This design comes from an exercise in tuning for small area, a short achievable clock period and few clock cycles per item on the open sky130 flow, not from production work.
At most, simulation tests tie the RTL to the original design; equivalence was not proved.
Power figures rest on the tool's default switching activity, not on a simulated workload.

== job 103 ==
// fcodec_rx
module fcodec_rx (
    input  wire        clk,
    input  wire        rst,
    input  wire        host_req,
    input  wire        host_we,
    input  wire [11:0] host_addr,
    input  wire [15:0] host_wdata,
    output wire        host_ack,
    output reg  [15:0] host_rdata,
    input  wire        rx_valid,
    input  wire        rx_fail,
    input  wire [7:0]  rx_data,
    output wire        rx_ready
);
Size in the first run: ~4200 cells after synthesis, ~2200 flip-flops.
make LEC_CHECK=0 CAP_MARGIN=20 CORE_MARGIN=2 CORE_UTILIZATION=40 PLACE_DENSITY=0.6 SETUP_SLACK_MARGIN=5 SLEW_MARGIN=20 finish   # period 10.0 ns
run.sh (not shown) runs the stock make flow with config.mk's settings and CLKGATE_MAP_FILE= SYNTH_SCRIPT=/design/flow/synth_recipe.tcl, a recipe that flattens the netlist after the stock synthesis.
Job 103: flow completed, timing, DRC and antenna clean
Testbench counts of job 103, summed over its fixed seeds: cycles 83,225, frames 960.
### job 103 -> job 104
--- a/flow/design.v
+++ b/flow/design.v
@@ -45,19 +45,20 @@
     wire ph_idle = (phase == PH_IDLE);
     wire ph_recv = (phase == PH_RECV);
     wire ph_fail = (phase == PH_FAILED);
     wire ph_dec  = (phase == PH_DEC);
     wire host_rxf  = (host_addr[11:9] == 3'b010);
     wire host_ring = host_rxf && !host_addr[8] && (host_addr[7:3] != 5'd0);
     wire wr_wait   = host_ring && (host_addr[2:0] != rot);
     wire pf_match  = (pf_addr == host_addr[8:0]);
     wire cnt_wait  = !rx_count[8] && (rx_count[7:3] != 5'd0) && (rx_count[2:0] != rot);
-    assign host_ack = !ph_dec && (host_we ? !wr_wait : (!host_rxf || (pf_ok && pf_match)));
+    assign host_ack = !ph_dec && !(host_rxf && (host_we ? (!host_addr[8] && (host_addr[7:3] != 5'd0) && (host_addr[2:0] != rot))
+                                                      : !(pf_ok && pf_match)));
     assign rx_ready = ph_recv && !cnt_wait;
     wire host_wr   = host_req && host_we && host_ack;
     wire rx_step   = rx_valid && rx_ready;
     wire step_byte = rx_step && !rx_fail;
     wire step_fail = rx_step && rx_fail;
     wire       is_rxf_addr = host_rxf && (host_addr[8:0] <= 9'd258);
     wire       rxf_hwr     = host_wr && is_rxf_addr && ph_idle;
     wire [7:0] hdr0  = lo[0];
     wire [7:0] hdr1  = lo[1];
@@ -303,31 +304,32 @@
                         end
                     end
                 end else begin
                     operr <= 3'd0;
                 end
             end
         end
     end
     wire [7:0] rx_plen = rx_valid_r ? (rx_len - 8'd2) : 8'd0;
+    reg  [8:0] reg_rd;
     always @(*) begin
-        host_rdata = 16'h0000;
-        if (host_rxf) begin
-            host_rdata = {8'h00, pf_data};
-        end else begin
-            case (host_addr)
-                12'h001: host_rdata = {9'd0, operr, ph_fail, 1'b0, ph_recv, 1'b0};
-                12'h003: host_rdata = {12'd0, rx_status};
-                12'h00A: host_rdata = {7'd0, rx_nbytes};
-                12'h00B: host_rdata = {7'd0, rx_count};
-                12'h00C: host_rdata = {8'd0, rx_len};
-                12'h00D: host_rdata = {8'd0, rx_cmd};
-                12'h00E: host_rdata = {8'd0, rx_ctrl};
-                12'h00F: host_rdata = {8'd0, rx_plen};
-                12'h010: host_rdata = {8'd0, rx_csum_exp};
-                12'h011: host_rdata = {8'd0, rx_csum_rcv};
-                12'h012: host_rdata = {15'd0, rx_valid_r};
-                default: host_rdata = 16'h0000;
-            endcase
-        end
+        case (host_addr[4:0])
+            5'h01:   reg_rd = {2'd0, operr, ph_fail, 1'b0, ph_recv, 1'b0};
+            5'h03:   reg_rd = {5'd0, rx_status};
+            5'h0A:   reg_rd = rx_nbytes;
+            5'h0B:   reg_rd = rx_count;
+            5'h0C:   reg_rd = {1'b0, rx_len};
+            5'h0D:   reg_rd = {1'b0, rx_cmd};
+            5'h0E:   reg_rd = {1'b0, rx_ctrl};
+            5'h0F:   reg_rd = {1'b0, rx_plen};
+            5'h10:   reg_rd = {1'b0, rx_csum_exp};
+            5'h11:   reg_rd = {1'b0, rx_csum_rcv};
+            5'h12:   reg_rd = {8'd0, rx_valid_r};
+            default: reg_rd = 9'd0;
+        endcase
+    end
+    wire host_regs = (host_addr[11:5] == 7'd0);
+    always @(*) begin
+        host_rdata       = 16'h0000;
+        host_rdata[8:0]  = ({9{host_regs}} & reg_rd) | ({9{host_rxf}} & {1'b0, pf_data});
     end
 endmodule
Notes after the runs:
As far as sequential cell area fraction in the yosys report is concerned, job 103 and job 104 perform about the same.
Row layout cell share with drive strength beyond 1: job 104 lower / job 103 higher
host_addr[11] as the launching element of the worst setup path was reported by job 103, and host_addr[3] by job 104.
Between job 103 and job 104, the internal power consumption figures differ only marginally.
Taking job 103 as the reference, in job 104 first-pass GRT wire length increased by 5.2% relative to the old numbers, transition time at the pin with the least slew margin now smaller, final routed wirelength across all metal layers shows an increase of 5.9%, final non-filler cell total picked up an extra 7.1%.
Looking at post-layout worst setup margin, job 104 sits 0.58 ns higher than job 103 does.
Taking job 103 as the reference, in job 104 number of antenna violations at the first check in global routing now sits lower; share of the cycle needed by the critical path after routing now sits lower; area added between synthesis and finish now sits higher.
Between job 104 and job 103, the overall die area figures differ only marginally.
Testbench counts of job 104, summed over its fixed seeds: cycles 83,225, frames 960.

---

Another version of the RTL of fcodec_rx (not shown whole).
Size in the first run: about 2200 flip-flops, roughly 60000 sq um of cells after synthesis.
export LEC_CHECK = 0
export CAP_MARGIN = 20
export CORE_MARGIN = 2
export CORE_UTILIZATION = 40
export CTS_CLUSTER_DIAMETER = 80
export CTS_CLUSTER_SIZE = 28
export PLACE_DENSITY = 0.6
export SETUP_SLACK_MARGIN = 5
export SLEW_MARGIN = 20
create_clock -name core_clock -period 10.0 [get_ports {clk}]
Change:
--- a/flow/design.v
+++ b/flow/design.v
@@ -46,18 +46,18 @@
     wire ph_recv = (phase == PH_RECV);
     wire ph_fail = (phase == PH_FAILED);
     wire ph_dec  = (phase == PH_DEC);
     wire host_rxf  = (host_addr[11:9] == 3'b010);
     wire host_ring = host_rxf && !host_addr[8] && (host_addr[7:3] != 5'd0);
     wire wr_wait   = host_ring && (host_addr[2:0] != rot);
     wire pf_match  = (pf_addr == host_addr[8:0]);
-    reg  cnt_ok;      
+    wire cnt_wait  = !rx_count[8] && (rx_count[7:3] != 5'd0) && (rx_count[2:0] != rot);
     assign host_ack = !ph_dec && !(host_rxf && (host_we ? (!host_addr[8] && (host_addr[7:3] != 5'd0) && (host_addr[2:0] != rot))
                                                       : !(pf_ok && pf_match)));
-    assign rx_ready = ph_recv && cnt_ok;
+    assign rx_ready = ph_recv && !cnt_wait;
     wire host_wr   = host_req && host_we && host_ack;
     wire rx_step   = rx_valid && rx_ready;
     wire step_byte = rx_step && !rx_fail;
     wire step_fail = rx_step && rx_fail;
     wire       is_rxf_addr = host_rxf && (host_addr[8:0] <= 9'd258);
     wire       rxf_hwr     = host_wr && is_rxf_addr && ph_idle;
     wire [7:0] hdr0  = lo[0];
@@ -113,15 +113,15 @@
     wire       ma_fixed = ma[8] || (ma[7:3] == 5'd0);
     wire       ma_avail = ma_fixed || (ma[2:0] == rot);
     wire [7:0] ma_data  = ma_fixed ? fixed_rd(ma) : ring[(ma[7:3] - 5'd1) * 8 + 1];
     wire       walk     = ph_dec && (trk_m != rx_nbytes);
     wire       rd_req   = host_req && !host_we && host_rxf && !ph_dec;
     wire [8:0] req_addr = ph_dec ? trk_m : host_addr[8:0];
     wire       req      = rd_req || walk;
-    wire       req_eq   = ph_dec ? (pf_addr == trk_m) : pf_match;
+    wire       req_eq   = (pf_addr == req_addr);
     wire       req_hit  = req && pf_ok && req_eq;
     wire       req_miss = req && !req_eq;
     wire       req_fix  = req_addr[8] || (req_addr[7:3] == 5'd0);
     reg  [8:0] pf_addr_n, ma_n;
     reg  [7:0] pf_data_n;
     reg        pf_ok_n;
     always @(*) begin
@@ -218,23 +218,14 @@
             end
         end
     endtask
     wire [3:0] op_code  = host_wdata[3:0];
     wire       op_write = host_wr && (host_addr == 12'h000);
     wire       op_legal = (host_wdata[15:4] == 12'd0) &&
                           ((op_code <= 4'h5) || (op_code == 4'hF));
-    wire       cnt_clr  = op_write && op_legal &&
-                          ((op_code == 4'hF) || (op_code == 4'h4 && !ph_recv && !ph_fail));
-    wire [8:0] count_nx = cnt_clr ? 9'd0 : (step_byte ? count_inc : rx_count);
-    always @(posedge clk) begin
-        if (rst)
-            cnt_ok <= 1'b1;
-        else
-            cnt_ok <= count_nx[8] || (count_nx[7:3] == 5'd0) || (count_nx[2:0] == rot + 3'd1);
-    end
     always @(posedge clk) begin
         if (rst) begin
             phase       <= PH_IDLE;
             operr       <= 3'd0;
             rx_status   <= ST_NONE;
             rx_nbytes   <= 9'd0;
             rx_count    <= 9'd0;
@@ -325,29 +316,29 @@
                 end else begin
                     operr <= 3'd0;
                 end
             end
         end
     end
     wire [7:0] rx_plen = rx_valid_r ? (rx_len - 8'd2) : 8'd0;
-    wire [2:0] rg = host_addr[4:2];
-    wire [8:0] c0 = ({9{rg == 3'd3}} & {1'b0, rx_len}) | ({9{rg == 3'd4}} & {1'b0, rx_csum_exp});
-    wire [8:0] c1 = ({9{rg == 3'd0}} & {2'd0, operr, ph_fail, 1'b0, ph_recv, 1'b0}) |
-                    ({9{rg == 3'd3}} & {1'b0, rx_cmd}) | ({9{rg == 3'd4}} & {1'b0, rx_csum_rcv});
-    wire [8:0] c2 = ({9{rg == 3'd2}} & rx_nbytes) | ({9{rg == 3'd3}} & {1'b0, rx_ctrl}) |
-                    ({9{rg == 3'd4}} & {8'd0, rx_valid_r});
-    wire [8:0] c3 = ({9{rg == 3'd0}} & {5'd0, rx_status}) | ({9{rg == 3'd2}} & rx_count) |
-                    ({9{rg == 3'd3}} & {1'b0, rx_plen});
     reg  [8:0] reg_rd;
     always @(*) begin
-        case (host_addr[1:0])
-            2'd0:    reg_rd = c0;
-            2'd1:    reg_rd = c1;
-            2'd2:    reg_rd = c2;
-            default: reg_rd = c3;
+        case (host_addr[4:0])
+            5'h01:   reg_rd = {2'd0, operr, ph_fail, 1'b0, ph_recv, 1'b0};
+            5'h03:   reg_rd = {5'd0, rx_status};
+            5'h0A:   reg_rd = rx_nbytes;
+            5'h0B:   reg_rd = rx_count;
+            5'h0C:   reg_rd = {1'b0, rx_len};
+            5'h0D:   reg_rd = {1'b0, rx_cmd};
+            5'h0E:   reg_rd = {1'b0, rx_ctrl};
+            5'h0F:   reg_rd = {1'b0, rx_plen};
+            5'h10:   reg_rd = {1'b0, rx_csum_exp};
+            5'h11:   reg_rd = {1'b0, rx_csum_rcv};
+            5'h12:   reg_rd = {8'd0, rx_valid_r};
+            default: reg_rd = 9'd0;
         endcase
     end
     wire host_regs = (host_addr[11:5] == 7'd0);
     always @(*) begin
         host_rdata       = 16'h0000;
         host_rdata[8:0]  = ({9{host_regs}} & reg_rd) | ({9{host_rxf}} & {1'b0, pf_data});
     end
The new run passed the timing, design-rule and antenna checks.
Synthesized area barely changes.
Non-clock buffer count drops by 59.
Die area is about the same.
Core utilization shrinks by 0.60 points.
Power drops by 2.1%.
Hold slack degrades by 0.010 ns.
Sequential share of layout area came out higher by 0.94 points.
Via count is lower by 1.3%.
Routed wire length drops by 2.6%.
Critical path depth came out higher by 2.
Testbench counts after the change, summed over its fixed seeds: cycles 83,193, frames 960.
No functional check of the RTL was part of the first run of this note.

---

before:
Another version of the RTL of fcodec_rx (not shown whole).
For scale: ~4500 cells after synthesis, about 2200 flip-flops, roughly 60 I/O pins.
==> flow/config.mk <==
export PLATFORM = sky130hd
export DESIGN_NAME = fcodec_rx
export DESIGN_NICKNAME = fcodec_rx
export VERILOG_FILES = /design/flow/design.v
export SDC_FILE = /design/flow/constraint.sdc
export NUM_CORES = 4
export LEC_CHECK = 0
export CAP_MARGIN = 20
export CORE_MARGIN = 2
export CORE_UTILIZATION = 40
export CTS_CLUSTER_DIAMETER = 100
export CTS_CLUSTER_SIZE = 30
export PLACE_DENSITY = 0.6
export SETUP_SLACK_MARGIN = 5
export SLEW_MARGIN = 20
==> flow/constraint.sdc <==
create_clock -name core_clock -period 10.0 [get_ports {clk}]
set_input_delay 2.0000 -clock core_clock [delete_from_list [all_inputs] [get_ports {clk}]]
set_output_delay 2.0000 -clock core_clock [all_outputs]
set_load 0.01 [all_outputs]
What after does differently from before at the input level:
--- a/flow/design.v
+++ b/flow/design.v
@@ -46,17 +46,18 @@
     wire ph_recv = (phase == PH_RECV);
     wire ph_fail = (phase == PH_FAILED);
     wire ph_dec  = (phase == PH_DEC);
     wire host_rxf  = (host_addr[11:9] == 3'b010);
     wire host_ring = host_rxf && !host_addr[8] && (host_addr[7:3] != 5'd0);
     wire wr_wait   = host_ring && (host_addr[2:0] != rot);
     wire pf_match  = (pf_addr == host_addr[8:0]);
     wire cnt_wait  = !rx_count[8] && (rx_count[7:3] != 5'd0) && (rx_count[2:0] != rot);
-    assign host_ack = !ph_dec && !(host_ring && (host_we ? (host_addr[2:0] != rot) : !(pf_ok && pf_match)));
+    assign host_ack = !ph_dec && !(host_rxf && (host_we ? (!host_addr[8] && (host_addr[7:3] != 5'd0) && (host_addr[2:0] != rot))
+                                                      : !(pf_ok && pf_match)));
     assign rx_ready = ph_recv && !cnt_wait;
     wire host_wr   = host_req && host_we && host_ack;
     wire rx_step   = rx_valid && rx_ready;
     wire step_byte = rx_step && !rx_fail;
     wire step_fail = rx_step && rx_fail;
     wire       is_rxf_addr = host_rxf && (host_addr[8:0] <= 9'd258);
     wire       rxf_hwr     = host_wr && is_rxf_addr && ph_idle;
     wire [7:0] hdr0  = lo[0];
@@ -98,43 +99,42 @@
             else
                 fixed_rd = lo[a[2:0]];
         end
     endfunction
     wire       ma_fixed = ma[8] || (ma[7:3] == 5'd0);
     wire       ma_avail = ma_fixed || (ma[2:0] == rot + 3'd1);
     wire [7:0] ma_data  = ma_fixed ? fixed_rd(ma) : ring[(ma[7:3] - 5'd1) * 8 + 1];
     wire       walk     = ph_dec && (trk_m != rx_nbytes);
-    wire       rd_host  = host_req && !host_we && host_rxf && !ph_dec;
-    wire       rd_fix   = rd_host && !host_ring;            
-    wire       rd_req   = rd_host && host_ring;             
+    wire       rd_req   = host_req && !host_we && host_rxf && !ph_dec;
     wire [8:0] req_addr = ph_dec ? trk_m : host_addr[8:0];
     wire       req      = rd_req || walk;
     wire       req_eq   = (pf_addr == req_addr);
     wire       req_hit  = req && pf_ok && req_eq;
     wire       req_miss = req && !req_eq;
-    wire [8:0] fix_nx   = host_addr[8:0] + 9'd1;
-    wire       nx_fixed = fix_nx[8] || (fix_nx[7:3] == 5'd0);
+    wire       req_fix  = req_addr[8] || (req_addr[7:3] == 5'd0);
     reg  [8:0] pf_addr_n, ma_n;
     reg  [7:0] pf_data_n;
     reg        pf_ok_n;
     always @(*) begin
         pf_addr_n = pf_addr;
         pf_data_n = pf_data;
         pf_ok_n   = pf_ok;
         ma_n      = ma;
-        if (rd_fix && !(pf_match && !ma_fixed && ma_avail)) begin
-            pf_addr_n = fix_nx;
-            pf_ok_n   = 1'b0;
-            ma_n      = nx_fixed ? fix_nx + 9'd1 : fix_nx;
-        end else if (req_miss) begin
+        if (req_miss) begin
             pf_addr_n = req_addr;
-            pf_ok_n   = 1'b0;
-            ma_n      = req_addr;
-        end else if (rd_fix || req_hit || !pf_ok) begin
+            if (req_fix) begin
+                pf_data_n = fixed_rd(req_addr);
+                pf_ok_n   = 1'b1;
+                ma_n      = req_addr + 9'd1;
+            end else begin
+                pf_ok_n   = 1'b0;
+                ma_n      = req_addr;
+            end
+        end else if (req_hit || !pf_ok) begin
             pf_addr_n = ma;
             if (ma_avail) begin
                 pf_data_n = ma_data;
                 pf_ok_n   = 1'b1;
                 ma_n      = ma + 9'd1;
             end else begin
                 pf_ok_n   = 1'b0;
                 ma_n      = ma;
@@ -325,12 +325,11 @@
             5'h11:   reg_rd = {1'b0, rx_csum_rcv};
             5'h12:   reg_rd = {8'd0, rx_valid_r};
             default: reg_rd = 9'd0;
         endcase
     end
     wire host_regs = (host_addr[11:5] == 7'd0);
     always @(*) begin
         host_rdata       = 16'h0000;
-        host_rdata[8:0]  = ({9{host_regs}} & reg_rd) |
-                           ({9{host_rxf}} & {1'b0, host_ring ? pf_data : fixed_rd(host_addr[8:0])});
+        host_rdata[8:0]  = ({9{host_regs}} & reg_rd) | ({9{host_rxf}} & {1'b0, pf_data});
     end
 endmodule
## What came out
- before → after: maximum count of clock buffers along a single path roughly the same; first-pass GRT wire length went up by 1.8%; cell area after layout shrank by 1.1%; part of the Yosys area used for sequential elements picked up an extra 0.28 points.
- The estimated power of after ends up lower than the estimate for before.
- Compared with before, in after worst setup slack rose by 100 ps, power share of the combinational group fell by 4.3 points, biggest fanout along the worst timing path fell by 1.
- before has a higher arrival time of the worst setup path than after.
- Of after and before, it is after that has the higher highest attainable clock frequency.
Testbench counts of after, summed over its fixed seeds: cycles 83,225, frames 960.
No functional check of the RTL was part of before.

-- separate check: timing with driven ports --
The flow's constraints put no driver on any port. The routed layouts listed below were extracted and timed again, unchanged, in two steps.
Step 1: set_driving_cell puts a clkbuf_16 on clk and a buf_2 on each other input, an assumption about the parent block.
Step 2 also shifts input and output timing later by t, the mid clock arrival at the registers, as if the neighbouring blocks saw the same clock.
Three values: no drivers, after step 1, after step 2; two values: the first two.
run	t (ns)	setup slack, ns	cell pins on the clock port's net
job 103	0.863	3.834 / 3.802 / 3.802	1
job 104	0.866	4.415 / 4.299 / 3.710	1
the first run of note 2	0.792	4.496 / 4.430 / 4.300	1
the second run of note 2	0.807	4.481 / 4.363 / 4.186	1
before	0.789	4.265 / 4.198 / 3.834	1
after	0.798	4.370 / 4.282 / 3.911	1
After both steps setup and hold are still met in every run listed. The setup slack of job 104, which loses most, moves by -0.116 ns with the drivers and by -0.705 ns with both steps.
